Background: an optimization exercise with open tools, aiming at small area. Do not read the settings as production practice.
Only simulation tests tie the RTL to the original design; equivalence was not proved.
Power is estimated from default activity; no workload was simulated.

`flow/run.sh`:
```
#!/bin/bash
# Standard layout (standard.sh) with these changes:
#  - synthesis maps the logic with an area-oriented ABC script
#    (flow/synth.tcl, flow/area.abc); everything else in synthesis is
#    synth_recipe.tcl's;
#  - port buffers use the smallest buffer cell instead of the resizer's
#    default pick (a delay cell);
#  - buffers left by synthesis are removed at floorplan, as the default
#    timing-driven placement would do;
#  - the clock tree uses clkbuf_8 cells and no dummy loads.
set -euo pipefail
here=$(pwd)
export FLOW_ABC_SCRIPT=$here/flow/area.abc
export BUFFER_PORTS_ARGS="-buffer_cell sky130_fd_sc_hd__buf_1"
export REMOVE_ABC_BUFFERS=1
export CTS_ARGS="-sink_clustering_enable -repair_clock_nets -buf_list sky130_fd_sc_hd__clkbuf_8 -sink_clustering_size 30 -sink_clustering_max_diameter 120 -dont_use_dummy_load"
sed "s#SYNTH_SCRIPT=[^ ]*#SYNTH_SCRIPT=$here/flow/synth.tcl#" standard.sh > own_standard.sh
bash own_standard.sh > standard_flow.log 2>&1
```
`flow/area.abc`:
```
strash
&get -n
&st
&dch -f
&nf -R 1000
&put
buffer -c
topo
stime -c
upsize -c
dnsize -c
```
`flow/synth.tcl`:
```
# The standard synthesis script (synth_recipe.tcl), with the ABC script
# replaced by flow/area.abc: the same Yosys steps, register mapping,
# flattening and renaming; only the combinational cell mapping differs.
proc synth {args} { yosys synth -nofsm -noshare {*}$args }
proc abc {args} {
  set i [lsearch -exact $args -script]
  if {$i >= 0} { set args [lreplace $args [expr {$i+1}] [expr {$i+1}] $::env(FLOW_ABC_SCRIPT)] }
  yosys abc {*}$args
}
source $::env(SCRIPTS_DIR)/synth.tcl
# left out here: clear keep_hierarchy, flatten, clean up, hide names made inside functions, write 1_2_yosys.v
```
`standard.sh`:
```
#!/bin/bash
# synth_recipe.tcl (not shown) runs the flow's synth.tcl, then flattens the netlist and writes it again
# the make line also repeats each setting of config.mk as NAME=value (left out here)
make -C /OpenROAD-flow-scripts/flow DESIGN_CONFIG=/design/flow/config.mk WORK_HOME=/design/flow/orfs CLKGATE_MAP_FILE= SYNTH_SCRIPT=/design/flow/synth_recipe.tcl "${@:-finish}"
```
`config.mk`:
```
export PLATFORM = sky130hd
export DESIGN_NAME = segblk
export DESIGN_NICKNAME = segblk
export VERILOG_FILES = /design/flow/design.v
export SDC_FILE = /design/flow/constraint.sdc
export NUM_CORES = 4
export LEC_CHECK = 0
export ABC_AREA = 1
export CAP_MARGIN = 20
export CORE_MARGIN = 2
export CORE_UTILIZATION = 40
export GPL_TIMING_DRIVEN = 0
export SLEW_MARGIN = 20
```
`constraint.sdc`:
```
create_clock -name core_clock -period 6.0 [get_ports {clk}]
set_input_delay 1.2000 -clock core_clock [delete_from_list [all_inputs] [get_ports {clk}]]
set_output_delay 1.2000 -clock core_clock [all_outputs]
set_load 0.01 [all_outputs]
```
`design.v`:
```
module segblk (
    input  wire         clk,
    input  wire         rst,           
    input  wire         cmd_valid,
    input  wire [31:0]  cmd,
    input  wire [15:0]  cnt_i,         
    input  wire         btn_i,         
    input  wire [3:0]   enc_digit_i,   
    input  wire [5:0]   obs_addr_i,    
    output wire [159:0] bank_o,        
    output wire         cmd_ready_o,
    output wire         blink_evt_o,
    output wire         btn_evt_o,
    output wire         ill_o,
    output wire [15:0]  enc_code_o,
    output wire         enc_valid_o,
    output reg  [7:0]   obs_data_o
);
    reg [95:0]  disp_q;        
    reg         blink_bit_q;   
    reg         btn_bit_q;     
    reg [15:0]  tick_last_q;
    reg [31:0]  tick_acc_q;
    reg         btn_held_q;
    reg         blink_evt_q;
    reg         btn_evt_q;
    reg [1:0]   ill_cause_q;
    wire ill_q = ill_cause_q[1] | ill_cause_q[0];
    reg [15:0] enc_code;
    reg        enc_valid;
    always @* begin
        enc_valid = 1'b1;
        case (enc_digit_i)
            4'd0:    enc_code = 16'h5559;
            4'd1:    enc_code = 16'h0118;
            4'd2:    enc_code = 16'h1E11;
            4'd3:    enc_code = 16'h1B11;
            4'd4:    enc_code = 16'h0B50;
            4'd5:    enc_code = 16'h1B41;
            4'd6:    enc_code = 16'h1F41;
            4'd7:    enc_code = 16'h0111;
            4'd8:    enc_code = 16'h1F51;
            4'd9:    enc_code = 16'h1B51;
            4'd15:   enc_code = 16'h0000;
            default: begin
                enc_code  = 16'h0000;
                enc_valid = 1'b0;
            end
        endcase
    end
    assign enc_code_o  = enc_code;
    assign enc_valid_o = enc_valid;
    wire [3:0] op  = cmd[31:28];
    wire [2:0] pos = cmd[26:24];
    wire [3:0] dig = cmd[19:16];
    wire nz_ra   = cmd[27];
    wire nz_pos  = |cmd[26:24];
    wire nz_rb   = |cmd[23:20];
    wire nz_dig  = |cmd[19:16];
    wire nz_code = |cmd[15:0];
    wire op_res  = op[3] | (op[2] & op[1]);            
    wire op_dsp  = ~op[3] & ~op[2] & (op[1] | op[0]);  
    wire op_wrd  = ~op[3] & ~op[2] & ~op[1] &  op[0];
    wire op_wrc  = ~op[3] & ~op[2] &  op[1] & ~op[0];
    wire op_clr  = ~op[3] & ~op[2] &  op[1] &  op[0];
    wire op_blk  = ~op[3] &  op[2] & ~op[1] & ~op[0];
    wire op_btn  = ~op[3] &  op[2] & ~op[1] &  op[0];
    wire bad_fld = nz_ra | nz_rb |
                   (op_wrd ? nz_code :
                    op_wrc ? nz_dig :
                    op_clr ? (nz_dig | nz_code) :
                             (nz_pos | nz_dig | nz_code));
    wire bad_dig = op_wrd & dig[3] & (dig[2] | dig[1]) & ~(dig[2] & dig[1] & dig[0]);
    wire [1:0] cause = op_res  ? 2'd1 :
                       bad_fld ? 2'd2 :
                       bad_dig ? 2'd3 : 2'd0;
    wire legal = cmd_valid & ~op_res & ~bad_fld & ~bad_dig;
    wire do_disp  = legal & op_dsp;
    wire do_blink = legal & op_blk;
    wire do_btn   = legal & op_btn;
    reg [15:0] seg;
    always @* begin
        case (dig)
            4'd0:    seg = 16'h5559;
            4'd1:    seg = 16'h0118;
            4'd2:    seg = 16'h1E11;
            4'd3:    seg = 16'h1B11;
            4'd4:    seg = 16'h0B50;
            4'd5:    seg = 16'h1B41;
            4'd6:    seg = 16'h1F41;
            4'd7:    seg = 16'h0111;
            4'd8:    seg = 16'h1F51;
            4'd9:    seg = 16'h1B51;
            default: seg = 16'h0000;
        endcase
    end
    wire [15:0] wr_code = (op_wrd ? seg : 16'h0000) | cmd[15:0];
    wire [15:0] wr_data = wr_code & {16{~rst}};
    wire [5:0] wr_p, hold_p;
    genvar gp, gi;
    generate
        for (gp = 0; gp < 6; gp = gp + 1) begin : g_pos
            wire sel = do_disp & (pos == gp);
            assign wr_p[gp]   = rst | sel;
            assign hold_p[gp] = ~rst & ~sel;
            for (gi = 0; gi < 4; gi = gi + 1) begin : g_nib
                always @(posedge clk)
                    disp_q[4*(6*gi+gp) +: 4] <=
                        ({4{wr_p[gp] & ~rst}} & wr_data[4*gi +: 4]) |
                        ({4{hold_p[gp]}} & disp_q[4*(6*gi+gp) +: 4]);
            end
        end
    endgenerate
    wire [15:0] ta = tick_acc_q[15:0];
    wire [15:0] tc = cnt_i;
    wire [15:0] tl = ~tick_last_q;
    wire [15:0] u  = ta ^ tc ^ tl;
    wire [16:0] w  = {(ta & tc) | (ta & tl) | (tc & tl), 1'b1};
    wire [15:0] pg = u & w[15:0];
    wire [15:0] pp = u ^ w[15:0];
    wire g10 = pg[1]  | (pp[1]  & pg[0]);
    wire g32 = pg[3]  | (pp[3]  & pg[2]);   wire p32 = pp[3]  & pp[2];
    wire g54 = pg[5]  | (pp[5]  & pg[4]);   wire p54 = pp[5]  & pp[4];
    wire g76 = pg[7]  | (pp[7]  & pg[6]);   wire p76 = pp[7]  & pp[6];
    wire g98 = pg[9]  | (pp[9]  & pg[8]);   wire p98 = pp[9]  & pp[8];
    wire gba = pg[11] | (pp[11] & pg[10]);  wire pba = pp[11] & pp[10];
    wire gdc = pg[13] | (pp[13] & pg[12]);  wire pdc = pp[13] & pp[12];
    wire gfe = pg[15] | (pp[15] & pg[14]);  wire pfe = pp[15] & pp[14];
    wire g30 = g32 | (p32 & g10);
    wire g74 = g76 | (p76 & g54);           wire p74 = p76 & p54;
    wire gb8 = gba | (pba & g98);           wire pb8 = pba & p98;
    wire gfc = gfe | (pfe & gdc);           wire pfc = pfe & pdc;
    wire g70 = g74 | (p74 & g30);
    wire gf8 = gfc | (pfc & gb8);           wire pf8 = pfc & pb8;
    wire gf0 = gf8 | (pf8 & g70);
    wire gb0 = gb8 | (pb8 & g70);
    wire g50 = g54 | (p54 & g30);
    wire g90 = g98 | (p98 & g70);
    wire gd0 = gdc | (pdc & gb0);
    wire g20 = pg[2]  | (pp[2]  & g10);
    wire g40 = pg[4]  | (pp[4]  & g30);
    wire g60 = pg[6]  | (pp[6]  & g50);
    wire g80 = pg[8]  | (pp[8]  & g70);
    wire ga0 = pg[10] | (pp[10] & g90);
    wire gc0 = pg[12] | (pp[12] & gb0);
    wire ge0 = pg[14] | (pp[14] & gd0);
    wire [15:0] cy = {ge0, gd0, gc0, gb0, ga0, g90, g80, g70,
                      g60, g50, g40, g30, g20, g10, pg[0], 1'b0};
    wire [15:0] a = pp ^ cy;
    wire k16 = gf0;
    wire [15:0] eg = tc & tl;
    wire [15:0] ep = tc | tl;
    wire [7:0] eg1, ep1;
    wire [3:0] eg2, ep2;
    wire [1:0] eg3, ep3;
    genvar gk;
    generate
        for (gk = 0; gk < 8; gk = gk + 1) begin : g_ge1
            assign eg1[gk] = eg[2*gk+1] | (ep[2*gk+1] & eg[2*gk]);
            assign ep1[gk] = ep[2*gk+1] & ep[2*gk];
        end
        for (gk = 0; gk < 4; gk = gk + 1) begin : g_ge2
            assign eg2[gk] = eg1[2*gk+1] | (ep1[2*gk+1] & eg1[2*gk]);
            assign ep2[gk] = ep1[2*gk+1] & ep1[2*gk];
        end
        for (gk = 0; gk < 2; gk = gk + 1) begin : g_ge3
            assign eg3[gk] = eg2[2*gk+1] | (ep2[2*gk+1] & eg2[2*gk]);
            assign ep3[gk] = ep2[2*gk+1] & ep2[2*gk];
        end
    endgenerate
    wire ge = eg3[1] | (ep3[1] & (eg3[0] | ep3[0]));
    wire c16 = k16 ^ w[16] ^ ge;
    wire [16:0] ones, zeros;
    assign ones[0]  = 1'b1;
    assign zeros[0] = 1'b1;
    generate
        for (gi = 0; gi < 16; gi = gi + 1) begin : g_pre
            assign ones[gi+1]  = ones[gi]  &  tick_acc_q[16+gi];
            assign zeros[gi+1] = zeros[gi] & ~tick_acc_q[16+gi];
        end
    endgenerate
    wire hi_nz = c16 ? ~ones[16] : ~zeros[16];
    wire [16:7] zp;
    assign zp[7] = 1'b1;
    generate
        for (gi = 7; gi < 16; gi = gi + 1) begin : g_zp
            assign zp[gi+1] = ~|a[gi:7];
        end
    endgenerate
    wire lo_ge    = a[6] & a[5] & (a[4] | a[3] | a[2]);
    wire fire_raw = hi_nz | ~zp[16] | lo_ge;
    wire fire     = do_blink & fire_raw;
    wire t1 = ~a[2];
    wire t2 = ~a[2] & ~a[3];
    wire b3 = t2 & ~a[4];
    wire t3 = ~b3;
    wire t4 = a[5] & ~b3;
    wire gb = fire_raw & ~lo_ge;
    wire [15:0] lo_next;
    assign lo_next[1:0] = a[1:0];
    assign lo_next[2]   = a[2] ^ fire_raw;
    assign lo_next[3]   = a[3] ^ (fire_raw & t1);
    assign lo_next[4]   = a[4] ^ (fire_raw & t2);
    assign lo_next[5]   = a[5] ^ (fire_raw & t3);
    assign lo_next[6]   = a[6] ^ (fire_raw & t4);
    generate
        for (gi = 7; gi < 16; gi = gi + 1) begin : g_dec
            assign lo_next[gi] = a[gi] ^ (gb & zp[gi]);
        end
    endgenerate
    wire g16 = gb & zp[16];
    wire blk_wr   = do_blink & ~rst;
    wire blk_hold = ~do_blink & ~rst;
    wire inc = blk_wr & c16 & ~g16;
    wire dec = blk_wr & g16 & ~c16;
    wire [15:0] hi_next;
    generate
        for (gi = 0; gi < 16; gi = gi + 1) begin : g_hi
            assign hi_next[gi] = tick_acc_q[16+gi] ^ ((inc & ones[gi]) | (dec & zeros[gi]));
        end
    endgenerate
    wire btn_fire = do_btn & btn_i & btn_held_q;
    always @(posedge clk) begin
        tick_last_q <= ({16{blk_wr}} & cnt_i) | ({16{blk_hold}} & tick_last_q);
        tick_acc_q  <= {hi_next & {16{~rst}},
                        ({16{blk_wr}} & lo_next) | ({16{blk_hold}} & tick_acc_q[15:0])};
        blink_bit_q <= ~rst & (blink_bit_q ^ fire);
        btn_bit_q   <= ~rst & (btn_bit_q ^ btn_fire);
        blink_evt_q <= ~rst & fire;
        btn_evt_q   <= ~rst & btn_fire;
        btn_held_q  <= ~rst & (do_btn ? ~btn_i : btn_held_q);
        if (rst)
            ill_cause_q <= 2'd0;
        else if (cmd_valid & ~ill_q)
            ill_cause_q <= cause;
    end
    wire [7:0] bank [0:19];
    generate
        for (gi = 0; gi < 4; gi = gi + 1) begin : g_bank
            assign bank[5*gi+0] = {disp_q[4*(6*gi+1) +: 4], disp_q[4*(6*gi+0) +: 4]};
            assign bank[5*gi+1] = {disp_q[4*(6*gi+3) +: 4], disp_q[4*(6*gi+2) +: 4]};
            assign bank[5*gi+2] = {disp_q[4*(6*gi+5) +: 4], disp_q[4*(6*gi+4) +: 4]};
            assign bank[5*gi+3] = (gi == 0) ? {7'd0, blink_bit_q} : 8'd0;
            assign bank[5*gi+4] = 8'd0;
        end
        for (gi = 0; gi < 20; gi = gi + 1) begin : g_bo
            assign bank_o[8*gi +: 8] = (gi == 8) ? {7'd0, btn_bit_q} : bank[gi];
        end
    endgenerate
    assign cmd_ready_o = 1'b1;
    assign blink_evt_o = blink_evt_q;
    assign btn_evt_o   = btn_evt_q;
    assign ill_o       = ill_q;
    wire [7:0] status = {2'b00, btn_evt_q, blink_evt_q, btn_held_q, ill_cause_q, ill_q};
    always @* begin
        case (obs_addr_i)
            6'h00: obs_data_o = bank_o[  7:  0];
            6'h01: obs_data_o = bank_o[ 15:  8];
            6'h02: obs_data_o = bank_o[ 23: 16];
            6'h03: obs_data_o = bank_o[ 31: 24];
            6'h05: obs_data_o = bank_o[ 47: 40];
            6'h06: obs_data_o = bank_o[ 55: 48];
            6'h07: obs_data_o = bank_o[ 63: 56];
            6'h08: obs_data_o = bank_o[ 71: 64];
            6'h0A: obs_data_o = bank_o[ 87: 80];
            6'h0B: obs_data_o = bank_o[ 95: 88];
            6'h0C: obs_data_o = bank_o[103: 96];
            6'h0F: obs_data_o = bank_o[127:120];
            6'h10: obs_data_o = bank_o[135:128];
            6'h11: obs_data_o = bank_o[143:136];
            6'h14: obs_data_o = tick_last_q[7:0];
            6'h15: obs_data_o = tick_last_q[15:8];
            6'h18: obs_data_o = tick_acc_q[7:0];
            6'h19: obs_data_o = tick_acc_q[15:8];
            6'h1A: obs_data_o = tick_acc_q[23:16];
            6'h1B: obs_data_o = tick_acc_q[31:24];
            6'h1C: obs_data_o = status;
            default: obs_data_o = 8'h00;
        endcase
    end
endmodule
```
==> flow_summary.json, run 1 <==
{
  "final_nets": 1350,
  "crit_slowest_cell": "nor4b_4",
  "cp-start-kind": "primary input",
  "root_buffer": "clkbuf_8",
  "cp.arrival_ns": 5.97,
  "whs_ns": 0.468,
  "synth.most_common_cell": "dfxtp_1",
  "n_antenna_cell": 0,
  "synthArstFlopShare_pct": 0,
  "area_delta_synth_final_pct": 11.2,
  "rsz0062_at_grt": "no",
  "synth_enable_flop_cells": 0,
  "synth_ff_type": "dfxtp_1",
  "hold_path_end": "tick_acc_q[6]",
  "final_hold_viol_count": 0,
  "cts_num_sinks": 151,
  "fin_crit_ns": 5.62,
  "core_um2": 21700,
  "synth_warnings": 1,
  "setup_violations": 0,
  "reg2reg_from": "tick_acc_q[0]",
  "drive_above_1_share_pct": 4.70,
  "r2r_slack_ns": 0.90,
  "critPathMaxStageDelay_ns": 0.76,
  "crit_top_cell": "fa_1",
  "grt_pass1_wl_mm": 45.3,
  "worst_clock_skew_ns": 0.0137,
  "min_from": "tick_acc_q[6]",
  "status": "timing/DRC/antenna clean",
  "total_power_mw": 1.88,
  "path_cells": "buf_1, inv_1, fa_1, fa_1, inv_1, a31oi_1, o21a_1, o21ai_2, inv_2, o31ai_4, nand3_1, nand2_1, fa_1, nor2_1, nand4_1, nor4b_4, nor3b_1, a41oi_1, xor2_1, nor2_1",
  "fmax_mhz": 178,
  "synth.distinct_cells": 57,
  "cts_buffers": 17,
  "pin_count": 251,
  "hold_depth": 2,
  "synth_common_cells": "dfxtp_1 (151), nand2_1 (144), o21ai_0 (102), nor2_1 (80), inv_1 (78)",
  "die_w_um": 152,
  "finalSetupTns_ns": 0,
  "reg2reg_depth": 19,
  "post-route-drc-count": 0,
  "path_clk_slew_ns": 0.07,
  "power_density_nw_per_um2": 193,
  "synth.area.top_cells": "dfxtp_1 (34%), buf_4 (6.2%), nand2_1 (6.2%)",
  "chipHeight_um": 152,
  "viasPerCell": 5.53,
  "cts_tree": "yes",
  "initial_utilization_pct": 40.4,
  "stdcell_count": 1513,
  "wl_mm": 29.6,
  "syn_inst": 1066,
  "io_buffers": 181,
  "rows": 54,
  "ctsHtreeMaxLevel": 4,
  "cp_max_fo": 16,
  "ys_ff_latch": 151,
  "grt_max_degree": 38,
  "place_hpwl_mm": 22.8,
  "finalCritPeriodShare_pct": 93.6,
  "slew_headroom_pct": 23.6,
  "worstHoldPathType": "reg2reg",
  "yosysSeqAreaShare_pct": 34.5,
  "critPathKind": "in2reg",
  "grt_overflow_total": 0,
  "antenna_left": 0,
  "cts_resized": 0,
  "leakagePower_nw": 3.74,
  "fill_cells": 2273,
  "seq_area_um2": 3020,
  "dieArea_um2": 23100,
  "cts_buffer_depth": 2,
  "drtIter0Drc": 784,
  "netlist_area_um2": 8770,
  "worst_pin_slew_ns": 1.14,
  "cap_violations": 0,
  "cts_hold_buf": 0,
  "r2r_end": "tick_acc_q[29]",
  "placed_cells": 1496,
  "finalMaxSlewViolations": 0,
  "endpoint_kind": "register",
  "worst_skew_pair.late_latency_ns": 0.46,
  "avgSynthCellArea_um2": 8.23,
  "yosysTopAreaCellShare_pct": 34.5,
  "track_usage_pct": 25.2,
  "wl_per_cell_um": 19.5,
  "grt_antenna_before_repair": 0,
  "gp_congestion": 0.910,
  "cts_post_setup_buffers_inserted": 0,
  "yosys.area.top_type": "dfxtp_1",
  "max-vdd-ir-drop_v": 0.000125,
  "multi_input_area_um2": 5100,
  "grt_pass1_vias": 7659,
  "dr.pass1.iters": 6,
  "vias": 8362,
  "pre_cts_slack_ns": -0.0795,
  "crit_required_ns": 6.35,
  "fin_ws_ns": 0.385
}
==> layer usage <==
layer | global-route usage [%] | routed length, µm
met5 | 0 | 0
met4 | 8.63 | 855
met3 | 4.68 | 2270
met2 | 40.1 | 13400
met1 | 34.5 | 13000
==> worst max-delay path, delay by kind of cell <==
kind	cells	cell delay [ns]
compound gates	5	1.06
xor+xnor	1	0.17
fa+ha+maj	3	1.43
buf+inv	4	0.37
simple gates	7	1.73
==> worst max path at each step <==
stage / slack [ns] / depth (start not counted) / startpoint / end
CTS: 0.39 / 20 / cnt_i[0] / tick_acc_q[29]
global route: 0.03 / 20 / cnt_i[0] / tick_acc_q[26]
finish: 0.38 / 20 / cnt_i[0] / tick_acc_q[29]
global placement: -0.07 / 20 / cnt_i[0] / tick_acc_q[29]
floorplan: 0.66 / 19 / cnt_i[0] / tick_acc_q[29]
detailed placement: -0.08 / 20 / cnt_i[0] / tick_acc_q[29]
==> where the power goes <==
part           switching, mW  internal, mW
registers            0.00125          1.00
logic                  0.196        0.0895
clock network          0.344         0.249
total                  0.541          1.34
==> flip-flops by register name, summed over array words and instances (netlist names) <==
| signal | flops |
|---|---|
| tick_last_q | 16 |
| btn_evt_q | 1 |
| blink_evt_q | 1 |
| btn_bit_q | 1 |
| btn_held_q | 1 |
| ill_cause_q | 2 |
| blink_bit_q | 1 |
| disp_q | 96 |
| tick_acc_q | 32 |
==> logic make-up (layout without fill, tap and decap cells) <==
kind of cell	Yosys count	after routing	share of synthesized area (%)
compound gates	286	286	21.9
xor+xnor	34	34	3.57
fa+ha+maj	54	54	9.73
buf+inv	183	283	11.2
flops	151	151	34.5
mux	1	1	0.114
other cells	2	69	0.0856
simple gates	355	355	19.0
==> layout make-up <==
type,instances,area share (%)
Timing Repair Buffer,187,7.72
Inverter,79,3.04
Multi-Input combinational cell,799,52.3
Sequential cell,151,31.0
Tap cell,280,3.59
Clock buffer,17,2.40
==> metrics by stage <==
stage,utilization (%),area (µm²)
floorplan,-,8340
global placement,43.2,9370
detailed placement,43.9,9520
CTS,45.0,9750
global route,45.0,9750
finish,45.0,9750
==> placed cells by master (no fill, tap or decap), types with 4 or more instances in the layout <==
| cell type | synthesis | final |
|---|---|---|
| a211oi_1 | 4 | 4 |
| a21oi_1 | 36 | 34 |
| a221oi_1 | 6 | 6 |
| a222oi_1 | 8 | 8 |
| a22o_1 | 47 | 47 |
| a22oi_1 | 49 | 49 |
| a32oi_1 | 6 | 6 |
| and3_1 | 6 | 6 |
| buf_1 | 0 | 180 |
| clkbuf_8 | 0 | 17 |
| conb_1 | 2 | 69 |
| dfxtp_1 | 151 | 151 |
| fa_1 | 24 | 24 |
| ha_1 | 29 | 29 |
| inv_1 | 78 | 78 |
| nand2_1 | 144 | 144 |
| nand2b_1 | 15 | 15 |
| nand3_1 | 15 | 15 |
| nand4_1 | 20 | 20 |
| nor2_1 | 80 | 76 |
| nor2_2 | 0 | 4 |
| nor2b_1 | 15 | 14 |
| nor3_1 | 19 | 18 |
| nor3b_1 | 5 | 4 |
| nor4_1 | 15 | 8 |
| nor4_2 | 1 | 8 |
| o21a_1 | 5 | 5 |
| o21ai_0 | 102 | 102 |
| o22ai_1 | 6 | 6 |
| or2_2 | 7 | 7 |
| or3_1 | 4 | 4 |
| xnor2_1 | 12 | 12 |
| xor2_1 | 20 | 20 |
==> run 2: changes to the inputs <==
==> flow/area.abc (replaced) <==
strash
&get -n
&st
&dch -f
&nf -R 1000
&put
topo
==> run 2 against run 1 <==
Still clean. Power shrank 0.23%. Worst hold slack got worse by 0.0049 ns. Synthesized cell count shrank 3.0%. Highest routed layer unchanged.
==> flow_summary.json, run 2 <==
{
  "cts_tree": "yes",
  "stdcell_count": 1515,
  "max-vdd-ir-drop_v": 0.000128,
  "grt_pass1_wl_mm": 44.3,
  "worst_clock_skew_ns": 0.0162,
  "critPathTopFamily": "compound AO/OA/AOI/OAI gates",
  "antenna_left": 0,
  "die_w_um": 150,
  "cp_num_buf_inv": 5,
  "crit_required_ns": 6.33,
  "cts_buffer_depth": 2,
  "ctsHtreeMaxLevel": 4,
  "reg_top3": "disp_q x96, tick_acc_q x32, tick_last_q x16",
  "layout_common_cells": "buf_1 (180), dfxtp_1 (151), nand2_1 (144)",
  "synth_common_cells": "dfxtp_1 (151), nand2_1 (145), o21ai_0 (103), nor2_1 (80), clkinv_1 (79)",
  "track_usage_pct": 26.2,
  "largest_register": "disp_q",
  "final_nets": 1357,
  "syn_inst": 1034,
  "n_antenna_cell": 0,
  "drive_above_1_share_pct": 4.52,
  "path_cells": "buf_1, clkinv_1, fa_1, fa_1, clkinv_1, a31oi_1, o21a_1, o21ai_2, clkinv_1, o31ai_4, nand3_1, nand2_1, fa_1, nor2_1, nand4_1, a211o_1, nand2_2, nor4b_4, buf_2, nor3b_1, a41oi_1, xor2_1, nor2_1",
  "root_buffer": "clkbuf_8",
  "chipHeight_um": 150,
  "dr.pass1.iters": 7,
  "setup_violations": 0,
  "yosys.area.top_type": "dfxtp_1",
  "crit_slowest_cell": "fa_1",
  "worst_skew_pair.late_latency_ns": 0.44,
  "yosysTopAreaCellShare_pct": 35.4,
  "wl_per_cell_um": 19.6,
  "vias": 8340,
  "status": "timing/DRC/antenna clean",
  "cp-start-kind": "primary input",
  "area_delta_synth_final_pct": 14.5,
  "cts_buffers": 17,
  "finalCritPeriodShare_pct": 92.7,
  "synth_ff_type": "dfxtp_1",
  "drtIter0Drc": 744,
  "grt_overflow_total": 0,
  "whs_ns": 0.463,
  "fmax_mhz": 180,
  "synthArstFlopShare_pct": 0,
  "r2r_slack_ns": 1.01,
  "dieArea_um2": 22600,
  "viasPerCell": 5.50,
  "cts_num_sinks": 151,
  "cap_violations": 0,
  "endpoint_kind": "register",
  "finalMaxSlewViolations": 0,
  "power_density_nw_per_um2": 192,
  "leakagePower_nw": 3.55,
  "critPathKind": "in2reg",
  "io_buffers": 181,
  "critPathMaxStageDelay_ns": 0.54,
  "final_hold_viol_count": 0,
  "gp_congestion": 0.906,
  "largest_register_ffs": 96,
  "synth.most_common_cell": "dfxtp_1",
  "grt_pass1_vias": 7535,
  "ys_ff_latch": 151,
  "worst_pin_slew_ns": 1.17,
  "placed_cells": 1496,
  "grt_antenna_before_repair": 0,
  "grt_max_degree": 33,
  "core_um2": 21000,
  "synth_enable_flop_cells": 0,
  "pin_count": 251,
  "netlist_area_um2": 8550,
  "initial_utilization_pct": 40.7,
  "worstHoldPathType": "reg2reg",
  "post-route-drc-count": 0,
  "cp.arrival_ns": 5.89,
  "cp_max_fo": 9,
  "synth.distinct_cells": 47,
  "yosysSeqAreaShare_pct": 35.4,
  "wl_mm": 29.7,
  "fin_crit_ns": 5.56,
  "final_common_cell": "buf_1",
  "avgSynthCellArea_um2": 8.27,
  "rows": 53,
  "slew_headroom_pct": 21.5,
  "synth_warnings": 1,
  "synth.area.top_cells": "dfxtp_1 (35%), nand2_1 (6.4%), buf_4 (6.3%)",
  "place_hpwl_mm": 22.6,
  "path_clk_slew_ns": 0.07,
  "finalSetupTns_ns": 0,
  "rsz0062_at_grt": "no"
}
run 2: cell count changes after synthesis, moves of 3 or more:
cell	previous run	this run
buf_6	3	0
or2_2	7	0
inv_1	78	0
or2_0	0	7
clkbuf_1	27	0
clkinv_1	0	79
run 2: routing by layer:
| metal | share of wire [%] | track usage (%) | wire [µm] | vias up |
|---|---|---|---|---|
| li1 | - | - | - | 3931 |
| met1 | 42 | 34.7 | 12500 | 4002 |
| met2 | 48 | 43.7 | 14200 | 378 |
| met3 | 8.4 | 5.79 | 2490 | 29 |
| met4 | 1.4 | 5.71 | 403 | 0 |
| met5 | 0 | 0 | 0 | - |
run 2: final cells by class:
cell class                      instances  area, µm²
Tap cell                              275        344
Clock buffer                           17        234
Multi-Input combinational cell        799       5080
Inverter                               79        297
Timing Repair Buffer                  194        817
Fill cell                            2117      11200
Sequential cell                       151       3020
run 2: what timing repair did:
action	CTS	global route
hold buffers	0	0
pin swaps	0	2
endpoints found under the setup margin	16	20
setup buffers	0	2
resized for setup	5	3
run 2: worst paths after layout:
| check | from | end | cells past startpoint |
|---|---|---|---|
| worst min register to register | tick_acc_q[15] | tick_acc_q[15] | 2 |
| worst max register to register | tick_acc_q[1] | tick_acc_q[26] | 22 |
| worst max-delay path | cnt_i[0] | tick_acc_q[26] | 23 |
| worst min-delay path | tick_acc_q[15] | tick_acc_q[15] | 2 |
run 2: tightest hold or removal path, delay by kind of cell (launching register included):
| kind | cells | cell delay, ns |
|---|---|---|
| flip-flops | 1 | 0.32 |
| AND/OR/NAND/NOR | 2 | 0.10 |
run 2: cells by family (layout without fill, tap and decap cells):
family	Yosys count	after routing	synth area share [%]
compound gates	286	286	22.1
xor+xnor	34	34	3.48
fa+ha+maj	54	54	9.98
buf+inv	151	290	9.79
flops	151	151	35.4
mux	1	1	0.117
other cells	2	69	0.0878
simple gates	355	355	19.1
run 2: metrics by stage:
step	util, %	instance area, µm²	setup slack (ns)	power (mW)
final	46.6	9790	0.440	1.88
after global routing	46.6	9790	0.0707	1.96
after CTS	46.4	9760	0.0467	1.88
after detailed placement	45.2	9500	-0.809	1.30
after global placement	44.2	9290	-1.79	1.29
after floorplan	-	8260	-0.378	1.20
run 2: report_power, final:
part | total (mW) | leakage, nW | internal [mW] | switching, mW
combinational | 0.285 | 2.21 | 0.0898 | 0.195
clock | 0.590 | 0.122 | 0.250 | 0.340
sequential | 1.00 | 1.22 | 1.00 | 0.00108
total | 1.88 | 3.55 | 1.34 | 0.536
==> run 3: changes to the inputs <==
--- a/flow/run.sh
+++ b/flow/run.sh
@@ -2,5 +2,6 @@
 # Standard layout (standard.sh) with these changes:
 #  - synthesis maps the logic with an area-oriented ABC script
-#    (flow/synth.tcl, flow/area.abc); everything else in synthesis is
+#    (flow/synth.tcl, flow/area.abc) and without the full-adder cell
+#    extraction (ADDER_MAP_FILE empty); everything else in synthesis is
 #    synth_recipe.tcl's;
 #  - port buffers use the smallest buffer cell instead of the resizer's
@@ -14,4 +15,5 @@
 export BUFFER_PORTS_ARGS="-buffer_cell sky130_fd_sc_hd__buf_1"
 export REMOVE_ABC_BUFFERS=1
+export ADDER_MAP_FILE=
 export CTS_ARGS="-sink_clustering_enable -repair_clock_nets -buf_list sky130_fd_sc_hd__clkbuf_8 -sink_clustering_size 30 -sink_clustering_max_diameter 120 -dont_use_dummy_load"
 sed "s#SYNTH_SCRIPT=[^ ]*#SYNTH_SCRIPT=$here/flow/synth.tcl#" standard.sh > own_standard.sh
==> flow/area.abc (replaced) <==
strash
&get -n
&st
&dch -f
&nf -R 1000
&put
strash
&get -n
&st
&dch -f
&nf -R 1000
&put
topo
==> run 3 against run 2 <==
Synthesized cell count decreased by 1.8%. Largest cell class unchanged. First-iteration DRC count up 0.40%. Highest routed layer unchanged. Largest power group unchanged. Combinational power shrank 11%. Critical path type unchanged. Still clean.
==> flow_summary.json, run 3 <==
{
  "chipHeight_um": 147,
  "slew_headroom_pct": 26.6,
  "synth.most_common_cell": "dfxtp_1",
  "finalSetupTns_ns": 0,
  "yosysSeqAreaShare_pct": 37.0,
  "cp-start-kind": "primary input",
  "fin_crit_ns": 5.50,
  "final_hold_viol_count": 0,
  "endpoint_kind": "register",
  "gp_congestion": 0.897,
  "pre_cts_slack_ns": -0.578,
  "worstHoldPathType": "reg2reg",
  "path_clk_slew_ns": 0.06,
  "grt_max_degree": 31,
  "synth_common_cells": "dfxtp_1 (151), nand2_1 (140), nor2_1 (118), o21ai_0 (89), buf_4 (72)",
  "track_usage_pct": 26.4,
  "grt_antenna_before_repair": 0,
  "cts_buffer_depth": 2,
  "cts_hold_buf": 0,
  "wl_per_cell_um": 19.6,
  "hold_path_end": "disp_q[60]",
  "ctsHtreeMaxLevel": 4,
  "io_buffers": 181,
  "final_area_um2": 9340,
  "ys_ff_latch": 151,
  "synth_ff_type": "dfxtp_1",
  "critPathKind": "in2reg",
  "fmax_mhz": 182,
  "reg_top3": "disp_q x96, tick_acc_q x32, tick_last_q x16",
  "place_area_um2": 9070,
  "place_hpwl_mm": 22.2,
  "vias": 8250,
  "synthArstFlopShare_pct": 0,
  "worst_skew_pair.late_latency_ns": 0.46,
  "avgSynthCellArea_um2": 8.04,
  "final_common_cell": "buf_1",
  "crit_required_ns": 6.32,
  "cts_buffers": 17,
  "yosys.area.top_type": "dfxtp_1",
  "cts_num_sinks": 151,
  "worst_clock_skew_ns": 0.0203,
  "antenna_left": 0,
  "initial_utilization_pct": 40.6,
  "largest_register": "disp_q",
  "rows": 52,
  "grt_pass1_wl_mm": 43.4,
  "fin_ws_ns": 0.497,
  "finalMaxSlewViolations": 0,
  "hold_depth": 2,
  "cts_tree": "yes",
  "status": "timing/DRC/antenna clean",
  "cap_violations": 0,
  "root_buffer": "clkbuf_8",
  "synth.area.top_cells": "dfxtp_1 (37%), buf_4 (6.6%), a22o_1 (6.4%)",
  "netlist_area_um2": 8170,
  "setup_violations": 0,
  "fill_cells": 2074,
  "layout_common_cells": "buf_1 (180), dfxtp_1 (151), nand2_1 (140)",
  "fin_util_pct": 46.5,
  "dieArea_um2": 21600,
  "yosysTopAreaCellShare_pct": 37.0,
  "grt_pass1_vias": 7272,
  "area_delta_synth_final_pct": 14.4,
  "core_um2": 20100,
  "drtIter0Drc": 747,
  "wl_mm": 29.2,
  "drive_above_1_share_pct": 3.86,
  "synth_enable_flop_cells": 0,
  "synth.distinct_cells": 49,
  "syn_inst": 1015,
  "dr.pass1.iters": 6,
  "die_w_um": 147,
  "r2r_slack_ns": 0.97,
  "viasPerCell": 5.54,
  "total_power_mw": 1.85,
  "pin_count": 251,
  "cp.arrival_ns": 5.82,
  "power_density_nw_per_um2": 198,
  "reg2reg_depth": 27,
  "synth_warnings": 1,
  "max-vdd-ir-drop_v": 0.000128,
  "worst_pin_slew_ns": 1.10,
  "leakagePower_nw": 3.43,
  "rsz0062_at_grt": "no",
  "cp_max_fo": 12,
  "finalCritPeriodShare_pct": 91.7,
  "post-route-drc-count": 0,
  "reg2reg_from": "tick_last_q[2]",
  "grt_overflow_total": 0,
  "largest_register_ffs": 96,
  "n_antenna_cell": 0,
  "min_from": "disp_q[60]",
  "r2r_end": "tick_acc_q[29]",
  "final_nets": 1282
}
-- run 3: cell count changes after synthesis, sizes merged, moves of 13 or more --
cell    change
a22o       +13
clkinv     -69
nor2b      +20
a22oi      -18
o21ai      -14
xor2       +14
ha         -29
nor2       +38
xnor2      +20
fa         -24
-- run 3: area by class of cell --
class / instances / area, µm² / area share, %
Inverter: 10 / 37.5 / 0.402
Clock buffer: 17 / 234 / 2.51
Multi-Input combinational cell: 849 / 4920 / 52.6
Timing Repair Buffer: 191 / 791 / 8.47
Tap cell: 270 / 338 / 3.62
Sequential cell: 151 / 3020 / 32.4
-- run 3: worst max path at each step --
stage,slack [ns],to,cells past startpoint,startpoint
2_1_floorplan,0.37,tick_acc_q[25],24,cnt_i[1]
3_3_place_gp,-1.06,tick_acc_q[31],26,cnt_i[2]
3_5_place_dp,-0.58,tick_acc_q[29],28,cnt_i[2]
4_1_cts,0.1,tick_acc_q[29],28,cnt_i[2]
5_1_grt,0.05,tick_acc_q[29],29,cnt_i[1]
6_report,0.50,tick_acc_q[29],28,cnt_i[1]
-- run 3: per-stage QoR --
stage               hold WS [ns]  std cells
floorplan                  0.451       1010
global placement           0.458       1461
detailed placement         0.470       1469
CTS                        0.484       1486
global route               0.503       1488
finish                     0.482       1488
-- run 3: logic make-up after synthesis --
kind of cell	synth area share [%]
flip-flops	37.0
AND/OR/NAND/NOR	25.0
XOR/XNOR	7.29
multiplexers	0.123
adder cells (fa/ha/maj)	0.368
AO/OA/AOI/OAI	23.0
buffers and inverters	7.08
other	0.0920
-- run 3: critical path, cell delays in order --
cell and delay, ns:
buf_1 0.12, nand2b_1 0.17, a21o_1 0.20, xnor2_1 0.19, nand2b_1 0.15, nand3_1 0.07, o21ai_0 0.13, clkinv_1 0.14
a31oi_1 0.30, o32ai_1 0.19, nand2_1 0.11, nor2_1 0.06, nand2_1 0.07, nand3_1 0.13, and3_1 0.21, a311oi_2 0.36
o211ai_1 0.17, o21ai_2 0.15, o21ai_1 0.18, nand2_1 0.17, and3_1 0.30, nand2_1 0.13, nor2_4 0.29, nor2b_1 0.20
nor2b_1 0.15, a41oi_1 0.06, xor2_1 0.15, nor2_1 0.05
-- run 3: metal layers --
layer | share of wire, % | global-route usage, % | vias up
met4 | 3.1 | 9.61 | 0
met1 | 43 | 35.8 | 3823
met3 | 9.6 | 6.12 | 55
met5 | 0 | 0 | -
li1 | - | - | 3945
met2 | 45 | 41.3 | 427
-- run 3: report_power, final --
group / leakage [nW] / switching [mW] / total [mW] / internal (mW)
clock: 0.122 / 0.346 / 0.596 / 0.250
combinational: 2.09 / 0.175 / 0.253 / 0.0780
sequential: 1.22 / 0.00166 / 1.00 / 1.00
total: 3.43 / 0.523 / 1.85 / 1.33
-- run 3: timing repair --
item / 4_1_cts / 5_1_grt
gates resized for setup: 1 / 6
buffers inserted: 0 / 2
setup endpoints to repair: 2 / 16
pin swaps: 0 / 1
==> run 4: changes to the inputs <==
--- a/design.v
+++ b/design.v
@@ -96,5 +96,4 @@
     end
     wire [15:0] wr_code = (op_wrd ? seg : 16'h0000) | cmd[15:0];
-    wire [15:0] wr_data = wr_code & {16{~rst}};
     wire [5:0] wr_p, hold_p;
     genvar gp, gi;
@@ -102,10 +101,10 @@
         for (gp = 0; gp < 6; gp = gp + 1) begin : g_pos
             wire sel = do_disp & (pos == gp);
-            assign wr_p[gp]   = rst | sel;
+            assign wr_p[gp]   = ~rst & sel;
             assign hold_p[gp] = ~rst & ~sel;
             for (gi = 0; gi < 4; gi = gi + 1) begin : g_nib
                 always @(posedge clk)
                     disp_q[4*(6*gi+gp) +: 4] <=
-                        ({4{wr_p[gp] & ~rst}} & wr_data[4*gi +: 4]) |
+                        ({4{wr_p[gp]}} & wr_code[4*gi +: 4]) |
                         ({4{hold_p[gp]}} & disp_q[4*(6*gi+gp) +: 4]);
             end
--- a/flow/area.abc
+++ b/flow/area.abc
@@ -1,2 +1,8 @@
+strash
+&get -n
+&st
+&dch -f
+&nf -R 1000
+&put
 strash
 &get -n
==> run 4 against run 3 <==
Clock skew hardly changed. Fmax is 2.1% lower. Largest power group unchanged. Still clean on timing, DRC and antenna. Cell count is 2.2% lower. Combinational power hardly changed. Register-to-register slack worse by 0.11 ns. Critical path depth stayed put. Synthesized area is 0.81% lower. Core utilization is 0.23 points lower. Non-clock buffer count is 5 lower.
==> flow_summary.json, run 4 <==
{
  "crit_slowest_cell": "maj3_1",
  "leakagePower_nw": 3.31,
  "ctsHtreeMaxLevel": 4,
  "dieArea_um2": 21400,
  "max-vdd-ir-drop_v": 0.000130,
  "root_buffer": "clkbuf_8",
  "synthArstFlopShare_pct": 0,
  "io_buffers": 181,
  "cts_buffers": 17,
  "cp.arrival_ns": 5.95,
  "fin_ws_ns": 0.380,
  "track_usage_pct": 26.5,
  "cts_tree": "yes",
  "pre_cts_slack_ns": -1.35,
  "status": "timing/DRC/antenna clean",
  "endpoint_kind": "register",
  "grt_max_degree": 32,
  "final_nets": 1250,
  "place_hpwl_mm": 22.5,
  "fin_crit_ns": 5.62,
  "netlist_area_um2": 8100,
  "crit_required_ns": 6.33,
  "worstHoldPathType": "reg2reg",
  "core_um2": 20000,
  "comb_power_share_pct": 13.8,
  "drive_above_1_share_pct": 4.30,
  "antenna_left": 0,
  "synth_enable_flop_cells": 0,
  "synth.most_common_cell": "dfxtp_1",
  "wl_mm": 29.5,
  "synth_ff_type": "dfxtp_1",
  "grt_antenna_before_repair": 0,
  "p_seq_share_pct": 54.1,
  "grt_pass1_wl_mm": 43.4,
  "cp-start-kind": "primary input",
  "final_hold_viol_count": 0,
  "ys_ff_latch": 151,
  "chipHeight_um": 146,
  "yosysSeqAreaShare_pct": 37.3,
  "layout_common_cells": "buf_1 (180), dfxtp_1 (151), nand2_1 (129)",
  "critPathKind": "in2reg",
  "synth.area.top_cells": "dfxtp_1 (37%), a22o_1 (7.4%), buf_4 (6.7%)",
  "reg_top3": "disp_q x96, tick_acc_q x32, tick_last_q x16",
  "vias": 8241,
  "fill_cells": 2095,
  "slew_headroom_pct": 29.9,
  "crit_top_cell": "nor2_1",
  "synth_warnings": 1,
  "area_delta_synth_final_pct": 14.4,
  "grt_pass1_vias": 7329,
  "cp_max_fo": 8,
  "critPathMaxStageDelay_ns": 0.40,
  "final_common_cell": "buf_1",
  "synth.distinct_cells": 47,
  "finalSetupTns_ns": 0,
  "dr.pass1.iters": 9,
  "wl_per_cell_um": 20.2,
  "clkPwrFrac_pct": 32.1,
  "path_clk_slew_ns": 0.09,
  "worst_pin_slew_ns": 1.05,
  "cts_buffer_depth": 2,
  "whs_ns": 0.489,
  "synth_common_cells": "dfxtp_1 (151), nand2_1 (129), nor2_1 (113), o21ai_0 (82), buf_4 (72)",
  "yosysTopAreaCellShare_pct": 37.3,
  "finalCritPeriodShare_pct": 93.7,
  "post-route-drc-count": 0,
  "worst_clock_skew_ns": 0.0202,
  "cap_violations": 0,
  "viasPerCell": 5.66,
  "intPower_mw": 1.33,
  "cts_num_sinks": 151,
  "rows": 52,
  "worst_skew_pair.late_latency_ns": 0.45,
  "syn_inst": 988,
  "swShare_pct": 28.2,
  "gp_congestion": 0.950,
  "pin_count": 251,
  "total_power_mw": 1.85,
  "finalMaxSlewViolations": 0,
  "die_w_um": 146,
  "drtIter0Drc": 898,
  "initial_utilization_pct": 40.4,
  "yosys.area.top_type": "dfxtp_1",
  "p_switching_mw": 0.522,
  "fmax_mhz": 178,
  "grt_overflow_total": 0,
  "avgSynthCellArea_um2": 8.20,
  "n_antenna_cell": 0,
  "setup_violations": 0,
  "largest_register_ffs": 96,
  "largest_register": "disp_q",
  "power_density_nw_per_um2": 200
}
==> run 4: changes by cell type in the layout (fill, tap and decap cells not counted), sizes merged, moves of 6 or more <==
cell	change
a22o	+8
nand2b	+9
nand4	+7
a22oi	-10
o21ai	-7
xor2	-6
a222oi	+11
and3	-6
nand3	-7
a221oi	-6
nand2	-11
==> run 4: power groups by stage <==
stage	Combinational, mW	Clock, mW	Sequential [mW]
floorplan	0.161	0	1.03
global placement	0.237	0	1.03
detailed placement	0.244	0	1.03
CTS	0.247	0.600	1.00
global route	0.282	0.638	1.00
finish	0.255	0.595	1.00
==> run 4: critical path, delay by kind of cell <==
family	cells	cell delay, ns
XOR/XNOR	2	0.38
AO/OA/AOI/OAI	7	1.08
adder cells (fa/ha/maj)	2	0.79
AND/OR/NAND/NOR	15	2.14
buffers and inverters	2	0.33
==> run 4: what timing repair did <==
action / in CTS / in global routing
pin swaps: 1 / 0
endpoints found under the setup margin: 18 / 28
buffers inserted: 2 / 0
resized for setup: 6 / 11
endpoints found under the hold margin: 0 / 0
hold buffers: 0 / 0
==> run 4: per-stage QoR <==
| stage | cells | instance area, µm² | utilization, % |
|---|---|---|---|
| finish | 1456 | 9260 | 46.2 |
| detailed placement | 1437 | 8930 | 44.6 |
| global placement | 1434 | 8830 | 44.0 |
| floorplan | 983 | 7810 | - |
| CTS | 1456 | 9210 | 45.9 |
| global route | 1456 | 9260 | 46.2 |
==> run 4: final cells by class <==
| class | instances | area, µm² | share of cell area [%] |
|---|---|---|---|
| clock buffer | 17 | 234 | 2.53 |
| timing repair buffer | 186 | 738 | 7.97 |
| tap | 270 | 338 | 3.65 |
| sequential | 151 | 3020 | 32.6 |
| inverter | 14 | 53.8 | 0.581 |
| multi-input combinational | 818 | 4880 | 52.6 |
==> run 4: kinds of logic after synthesis <==
logic type | synth area share [%]
AO/OA/AOI/OAI | 23.3
adder cells (fa/ha/maj) | 0.618
XOR/XNOR | 7.14
AND/OR/NAND/NOR | 24.2
flip-flops | 37.3
buffers and inverters | 7.32
other | 0.0927
==> run 4: path summary, 6_finish.rpt <==
path | startpoint | to | slack (ns) | cells past startpoint
setup / recovery | cnt_i[1] | tick_acc_q[24] | 0.38 | 28
hold reg to reg | disp_q[52] | disp_q[52] | 0.49 | 2
hold / removal | disp_q[52] | disp_q[52] | 0.49 | 2
setup reg to reg | tick_last_q[1] | tick_acc_q[24] | 0.86 | 27
==> run 4: layer usage <==
layer	vias up	track usage, %	share of wire, %
met3	62	6.34	10
met4	0	9.27	2.9
met1	3834	35.4	42
met2	480	42.1	45
met5	-	0	0
li1	3865	-	-
==> run 5: changes to the inputs <==
--- a/design.v
+++ b/design.v
@@ -96,4 +96,5 @@
     end
     wire [15:0] wr_code = (op_wrd ? seg : 16'h0000) | cmd[15:0];
+    wire [15:0] wr_data = wr_code & {16{~rst}};
     wire [5:0] wr_p, hold_p;
     genvar gp, gi;
@@ -101,10 +102,10 @@
         for (gp = 0; gp < 6; gp = gp + 1) begin : g_pos
             wire sel = do_disp & (pos == gp);
-            assign wr_p[gp]   = ~rst & sel;
+            assign wr_p[gp]   = rst | sel;
             assign hold_p[gp] = ~rst & ~sel;
             for (gi = 0; gi < 4; gi = gi + 1) begin : g_nib
                 always @(posedge clk)
                     disp_q[4*(6*gi+gp) +: 4] <=
-                        ({4{wr_p[gp]}} & wr_code[4*gi +: 4]) |
+                        ({4{wr_p[gp] & ~rst}} & wr_data[4*gi +: 4]) |
                         ({4{hold_p[gp]}} & disp_q[4*(6*gi+gp) +: 4]);
             end
==> flow/run.sh (replaced) <==
#!/bin/bash
# Standard layout with three changes that only affect buffering:
#  - port buffers use the smallest buffer cell instead of the resizer's
#    default pick (a delay cell);
#  - buffers left by synthesis are removed at floorplan, as the default
#    timing-driven placement would do;
#  - the clock tree is built from fewer, larger sink clusters.
set -euo pipefail
export BUFFER_PORTS_ARGS="-buffer_cell sky130_fd_sc_hd__buf_1"
export REMOVE_ABC_BUFFERS=1
export CTS_ARGS="-sink_clustering_enable -repair_clock_nets -buf_list sky130_fd_sc_hd__clkbuf_8 -sink_clustering_size 30 -sink_clustering_max_diameter 120 -dont_use_dummy_load"
bash standard.sh > standard_flow.log 2>&1
removed: flow/area.abc
removed: flow/synth.tcl
==> run 5 against run 4 <==
Synthesized area rose by 19%. Fmax rose by 7.2%. Synthesized cell count up 37%. Combinational power increased by 22%. Register-to-register slack better by 0.49 ns. Critical endpoint is now tick_acc_q[27]. Largest power group unchanged.
==> flow_summary.json, run 5 <==
{
  "slew_headroom_pct": 31.2,
  "cp.arrival_ns": 5.58,
  "reg2reg_depth": 20,
  "r2r_slack_ns": 1.35,
  "p_switching_mw": 0.570,
  "synth_common_cells": "inv_1 (271), nand2_1 (167), dfxtp_1 (151), o22ai_1 (133), nand3_1 (112)",
  "vias": 9706,
  "ctsHtreeMaxLevel": 4,
  "cts_buffer_depth": 2,
  "grt_pass1_vias": 9066,
  "endpoint_kind": "register",
  "pin_count": 251,
  "cts_resized": 0,
  "ys_ff_latch": 151,
  "wl_met1_mm": 14.0,
  "synth.area.top_cells": "dfxtp_1 (31%), inv_1 (11%), o22ai_1 (8.6%)",
  "final_hold_viol_count": 0,
  "reg_top3": "disp_q x96, tick_acc_q x32, tick_last_q x16",
  "place_hpwl_mm": 25.7,
  "maxUsedRoutingLayer": "met5",
  "gp_congestion": 0.956,
  "fmax_mhz": 191,
  "grt_max_degree": 39,
  "hold_depth": 2,
  "die_w_um": 159,
  "grt_pass1_wl_mm": 50.4,
  "multi_input_area_um2": 5110,
  "viasPerCell": 5.29,
  "power_density_nw_per_um2": 182,
  "finalCritPeriodShare_pct": 87.4,
  "grt_overflow_total": 0,
  "netlist_area_um2": 9630,
  "worst_clock_skew_ns": 0.0174,
  "synth-compound-area-share_pct": 18.2,
  "synthXorXnorAreaFrac_pct": 0.909,
  "swShare_pct": 29.8,
  "rows": 56,
  "critPathKind": "in2reg",
  "cts_buffers": 17,
  "finalSetupTns_ns": 0,
  "max-vdd-ir-drop_v": 0.000118,
  "synth.most_common_cell": "inv_1",
  "synth_ff_type": "dfxtp_1",
  "largest_register_ffs": 96,
  "rsz0062_at_grt": "no",
  "clkPwrFrac_pct": 31.3,
  "comb_power_share_pct": 16.2,
  "synth_enable_flop_cells": 0,
  "min_from": "tick_acc_q[10]",
  "worstHoldPathType": "reg2reg",
  "wl_mm": 32.8,
  "cts_tree": "yes",
  "worst_skew_pair.late_latency_ns": 0.46,
  "synthAdderAreaFrac_pct": 8.76,
  "final_common_cell": "inv_1",
  "yosysTopAreaCellShare_pct": 31.4,
  "path_clk_slew_ns": 0.06,
  "status": "timing/DRC/antenna clean",
  "grt_antenna_before_repair": 3,
  "synth_top_family_by_area": "simple AND/OR/NAND/NOR gates",
  "syn_inst": 1354,
  "synth_warnings": 1,
  "io_buffers": 181,
  "met2_length_mm": 15.1,
  "leakagePower_nw": 4.15,
  "antenna_left": 0,
  "fill_cells": 2510,
  "chipHeight_um": 159,
  "p_seq_share_pct": 52.5,
  "wl_met3_mm": 2.70,
  "yosys.area.top_type": "dfxtp_1",
  "initial_utilization_pct": 40.9,
  "final_nets": 1633,
  "cap_violations": 0,
  "cts_hold_buf": 0,
  "core_um2": 23500,
  "fin_crit_ns": 5.24,
  "crit_required_ns": 6.34,
  "worst_pin_slew_ns": 1.03,
  "seq_area_um2": 3020,
  "post-route-drc-count": 0,
  "reg2reg_from": "tick_acc_q[0]",
  "synth.area.mux_share_pct": 0,
  "synth.distinct_cells": 51,
  "dieArea_um2": 25300,
  "whs_ns": 0.465,
  "cp-start-kind": "primary input",
  "drive_above_1_share_pct": 4.35,
  "critPathLaunch": "cnt_i[0]",
  "yosysSeqAreaShare_pct": 31.4,
  "synthArstFlopShare_pct": 0,
  "cts_post_setup_buffers_inserted": 0,
  "yosys.area_share.simple_pct": 22.5,
  "layout_common_cells": "inv_1 (270), buf_1 (181), nand2_1 (167)",
  "setup_violations": 0,
  "largest_register": "disp_q",
  "cts_num_sinks": 151,
  "avgSynthCellArea_um2": 7.11,
  "track_usage_pct": 25.5,
  "wl_per_cell_um": 17.9,
  "intPower_mw": 1.34,
  "area_delta_synth_final_pct": 9.33,
  "drtIter0Drc": 814,
  "root_buffer": "clkbuf_8",
  "cp_max_fo": 16,
  "dr.pass1.iters": 5,
  "finalMaxSlewViolations": 0
}
run 5: cell type report:
class | instances | share of cell area, %
Inverter | 282 | 10.1
Antenna cell | 1 | 0.0238
Clock buffer | 17 | 2.22
Sequential cell | 151 | 28.7
Tap cell | 319 | 3.79
Multi-Input combinational cell | 884 | 48.6
Timing Repair Buffer | 182 | 6.64
run 5: routing by layer:
layer	vias up	GRT usage, %
met2	471	41.7
met3	69	5.55
li1	4682	-
met5	-	0
met4	4	9.79
met1	4480	32.9
run 5: path summary, 6_finish.rpt:
kind,to
worst max-delay path,tick_acc_q[27]
worst min-delay path,tick_acc_q[10]
worst max register to register,tick_acc_q[27]
worst min register to register,tick_acc_q[10]
run 5: logic make-up after synthesis:
family | after synthesis
AND/OR/NAND/NOR | 464
buffers and inverters | 386
AO/OA/AOI/OAI | 288
flip-flops | 151
adder cells (fa/ha/maj) | 53
XOR/XNOR | 10
other | 2
run 5: critical path, cell delays in order:
cell and delay (ns):
buf_1 0.11, inv_1 0.10, fa_1 0.53, fa_1 0.43, inv_1 0.11, nand2_1 0.06
nand2_1 0.08, nand2_1 0.10, o21bai_1 0.14, inv_1 0.07, fa_1 0.43, xor2_1 0.29
nand2_1 0.12, nor3_2 0.27, inv_2 0.11, nor3_2 0.40, nand3_4 0.30, nor2_4 0.40
nand2_1 0.09, a21oi_1 0.16, nor2_1 0.07
run 5: power by group through the flow:
| stage | Combinational, mW | Sequential (mW) | Clock [mW] |
|---|---|---|---|
| after floorplan | 0.217 | 1.03 | 0 |
| after global placement | 0.300 | 1.03 | 0 |
| after detailed placement | 0.306 | 1.03 | 0 |
| after CTS | 0.308 | 1.00 | 0.610 |
| after global routing | 0.350 | 1.00 | 0.649 |
| final | 0.310 | 1.00 | 0.599 |
run 5: per-stage QoR:
step           cell area [µm²]  utilization [%]  worst slack (ns)  power [mW]  std cells
2_1_floorplan             9190                -              1.08        1.24       1317
3_3_place_gp             10300             43.6             0.351        1.33       1817
3_5_place_dp             10300             43.7             0.277        1.33       1818
4_1_cts                  10500             44.7             0.772        1.92       1835
5_1_grt                  10500             44.7             0.458        2.00       1836
6_report                 10500             44.7             0.757        1.91       1836
==> run 6: changes to the inputs <==
==> run.sh (new file) <==
#!/bin/bash
# synth_recipe.tcl (not shown) runs the flow's synth.tcl, then flattens the netlist and writes it again
# the make line also repeats each setting of config.mk as NAME=value (left out here)
make -C /OpenROAD-flow-scripts/flow DESIGN_CONFIG=/design/flow/config.mk WORK_HOME=/design/flow/orfs CLKGATE_MAP_FILE= SYNTH_SCRIPT=/design/flow/synth_recipe.tcl finish
removed: flow/run.sh
removed: standard.sh
==> run 6 against run 5 <==
Routed wire length grew 5.1%. Sequential cell count is the same. Cell count grew 6.4%. Critical path depth grew 3. Clock power grew 87%. Via count grew 3.6%. Combinational power grew 24%. Synthesized cell count is the same. Core utilization grew 9.3 points. Register-to-register slack gained 0.13 ns. Power grew 31%. Worst setup slack lost 0.23 ns. Critical path type unchanged. Largest power group is now clock.
==> flow_summary.json, run 6 <==
{
  "status": "timing/DRC/antenna clean",
  "track_usage_pct": 26.5,
  "dr.pass1.iters": 5,
  "grt_overflow_total": 0,
  "yosysTopAreaCellShare_pct": 31.4,
  "worst_skew_pair.late_latency_ns": 0.45,
  "critPathMaxStageDelay_ns": 0.57,
  "cp_max_fo": 10,
  "synth.area.top_cells": "dfxtp_1 (31%), inv_1 (11%), o22ai_1 (8.6%)",
  "grt_pass1_wl_mm": 52.6,
  "finalSetupTns_ns": 0,
  "p_switching_mw": 0.782,
  "critPathKind": "in2reg",
  "viasPerCell": 5.15,
  "final_hold_viol_count": 0,
  "io_buffers": 179,
  "leakagePower_nw": 5.23,
  "synth.distinct_cells": 51,
  "fin_crit_ns": 5.48,
  "synth.area.mux_share_pct": 0,
  "crit_slowest_cell": "fa_1",
  "synth_ff_type": "dfxtp_1",
  "cp_num_buf_inv": 7,
  "yosys.area.top_type": "dfxtp_1",
  "area_delta_synth_final_pct": 32.0,
  "pin_count": 251,
  "cts_buffer_depth": 2,
  "place_hpwl_mm": 27.8,
  "post-route-drc-count": 0,
  "p_seq_share_pct": 40.0,
  "fill_cells": 2331,
  "n_antenna_cell": 0,
  "max-vdd-ir-drop_v": 0.000185,
  "synthArstFlopShare_pct": 0,
  "critPathTopFamily": "simple AND/OR/NAND/NOR gates",
  "grt_antenna_before_repair": 0,
  "stdcell_count": 1953,
  "initial_utilization_pct": 40.9,
  "antenna_left": 0,
  "rows": 56,
  "intPower_mw": 1.73,
  "multi_input_area_um2": 5110,
  "ctsHtreeMaxLevel": 4,
  "gp_congestion": 0.954,
  "path_cells": "clkdlybuf4s50_1, inv_1, fa_1, fa_1, inv_1, nand2_1, nand2_1, nand3_1, nand2_1, a31oi_1, fa_1, inv_1, nor3_2, inv_2, nor4_2, inv_2, nor2_2, nand3_4, nor2_4, buf_4, nand3_1, nand3_1, nand2_1, nor2_1",
  "largest_register_ffs": 96,
  "largest_register": "disp_q",
  "worst_clock_skew_ns": 0.0165,
  "chipHeight_um": 159,
  "setup_violations": 0,
  "netlist_area_um2": 9630,
  "cts_hold_buf": 0,
  "synth_top_family_by_area": "simple AND/OR/NAND/NOR gates",
  "root_buffer": "clkbuf_16",
  "cts_tree": "yes",
  "vias": 10100,
  "grt_max_degree": 20,
  "drtIter0Drc": 877,
  "yosys.area_share.simple_pct": 22.5,
  "clkPwrFrac_pct": 44.7,
  "drive_above_1_share_pct": 9.91,
  "fin_ws_ns": 0.523,
  "syn_inst": 1354,
  "swShare_pct": 31.1,
  "place_area_um2": 12100,
  "reg_top3": "disp_q x96, tick_acc_q x32, tick_last_q x16",
  "avgSynthCellArea_um2": 7.11,
  "synth.most_common_cell": "inv_1",
  "crit_required_ns": 6.39,
  "worstHoldPathType": "reg2reg",
  "path_clk_slew_ns": 0.08,
  "cp-start-kind": "primary input",
  "synthAdderAreaFrac_pct": 8.76,
  "synth_warnings": 1,
  "synthXorXnorAreaFrac_pct": 0.909,
  "wl_mm": 34.5,
  "core_um2": 23500,
  "total_power_mw": 2.51,
  "slew_headroom_pct": 35.4,
  "fmax_mhz": 183,
  "crit_top_cell": "nand2_1",
  "pre_cts_slack_ns": -0.170,
  "cap_violations": 0,
  "final_area_um2": 12700,
  "die_w_um": 159,
  "placed_cells": 1919,
  "cp.arrival_ns": 5.87,
  "ys_ff_latch": 151,
  "endpoint_kind": "register",
  "seq_area_um2": 3020,
  "finalCritPeriodShare_pct": 91.3,
  "finalMaxSlewViolations": 0,
  "rsz0062_at_grt": "no",
  "worst_pin_slew_ns": 0.945,
  "cts_num_sinks": 151,
  "final_nets": 1736,
  "synth-compound-area-share_pct": 18.2,
  "yosysSeqAreaShare_pct": 31.4,
  "dieArea_um2": 25300,
  "synth_enable_flop_cells": 0,
  "grt_pass1_vias": 9370,
  "power_density_nw_per_um2": 197,
  "wl_per_cell_um": 17.7,
  "cts_buffers": 17,
  "synth_common_cells": "inv_1 (271), nand2_1 (167), dfxtp_1 (151), o22ai_1 (133), nand3_1 (112)",
  "comb_power_share_pct": 15.3,
  "final_common_cell": "inv_1",
  "layout_common_cells": "inv_1 (271), clkdlybuf4s50_1 (179), nand2_1 (167)"
}
-- run 6: worst paths after layout --
path	cells after the start	slack [ns]	start	to
setup / recovery	24	0.52	cnt_i[0]	tick_acc_q[26]
hold reg to reg	2	0.46	tick_acc_q[10]	tick_acc_q[10]
hold / removal	2	0.46	tick_acc_q[10]	tick_acc_q[10]
setup reg to reg	21	1.48	tick_acc_q[7]	tick_acc_q[8]
-- run 6: area by class of cell --
cell class / instances / share of cell area [%]
timing repair buffer: 181 / 14.2
sequential: 151 / 23.8
inverter: 282 / 8.33
tap: 319 / 3.14
buffer: 104 / 5.46
multi-input combinational: 884 / 40.2
clock inverter: 15 / 1.55
clock buffer: 17 / 3.35
-- run 6: logic make-up after synthesis --
group | count (synthesis)
simple gates | 464
buf+inv | 386
compound gates | 288
flops | 151
fa+ha+maj | 53
xor+xnor | 10
other cells | 2
-- run 6: worst min-delay path: stages, from the launching register on --
cell and delay (ns):
dfxtp_1 0.32, nand2_1 0.06, nand2_1 0.04
-- run 6: stage by stage --
stage,utilization (%),hold slack [ns]
after floorplan,-,0.426
final,54.0,0.464
after CTS,53.9,0.459
after detailed placement,51.3,0.445
after global routing,54.0,0.493
after global placement,51.3,0.440
-- run 6: what timing repair did --
action                                  4_1_cts  5_1_grt
resized for setup                             0        0
buffers inserted                              0        2
endpoints found under the setup margin        0        1
-- run 6: routing by layer --
layer / vias to the layer above / track usage (%) / share of wire, %
met5: - / 0 / 0
met4: 0 / 11.3 / 3.9
met3: 63 / 5.00 / 7.6
met2: 457 / 44.4 / 47
met1: 4622 / 33.4 / 42
li1: 4910 / - / -
-- run 6: power groups by stage --
stage               combinational [mW]  clock, mW  sequential [mW]
floorplan                        0.256          0             1.03
global placement                 0.376          0             1.03
detailed placement               0.379          0             1.03
CTS                              0.382       1.12             1.00
global route                     0.428       1.16             1.00
finish                           0.385       1.12             1.00

==> static timing again, ports no longer ideal <==
In the flow no input, the clock included, has a driving cell. The finished layouts below were timed again as built, in two steps. Step 1 assumes that a clkbuf_16 drives the clock port and a buf_2 every other input. Step 2 times the ports against the registers' clock, not the clock port: input delays grow and output delays shrink by t, the midpoint of the rising clock arrivals with the driver on. Three values: ideal ports, drivers, drivers and shift; two values: the first two.
run	t (ns)	setup slack, ns	clock arrival spread, ns	slew at the worst register clock pin (ns)	pins driven straight from the clock port
run 1	0.511	0.385 / 0.403 / -0.108	0.042 / 0.042	0.10 / 0.10	1
run 2	0.477	0.440 / 0.454 / -0.022	0.029 / 0.029	0.09 / 0.09	1
run 3	0.501	0.497 / 0.511 / 0.010	0.042 / 0.042	0.11 / 0.11	1
run 4	0.506	0.380 / 0.407 / -0.099	0.051 / 0.051	0.11 / 0.11	1
run 5	0.508	0.757 / 0.767 / 0.260	0.041 / 0.041	0.11 / 0.11	1
run 6	0.488	0.523 / 0.545 / 0.057	0.022 / 0.022	0.08 / 0.08	1
With both steps, setup timing fails in run 1, run 2 and run 4, where it was met with ideal ports. For run 5, which loses most, drivers alone change the setup slack by +0.010 ns; drivers and shift together by -0.497 ns.
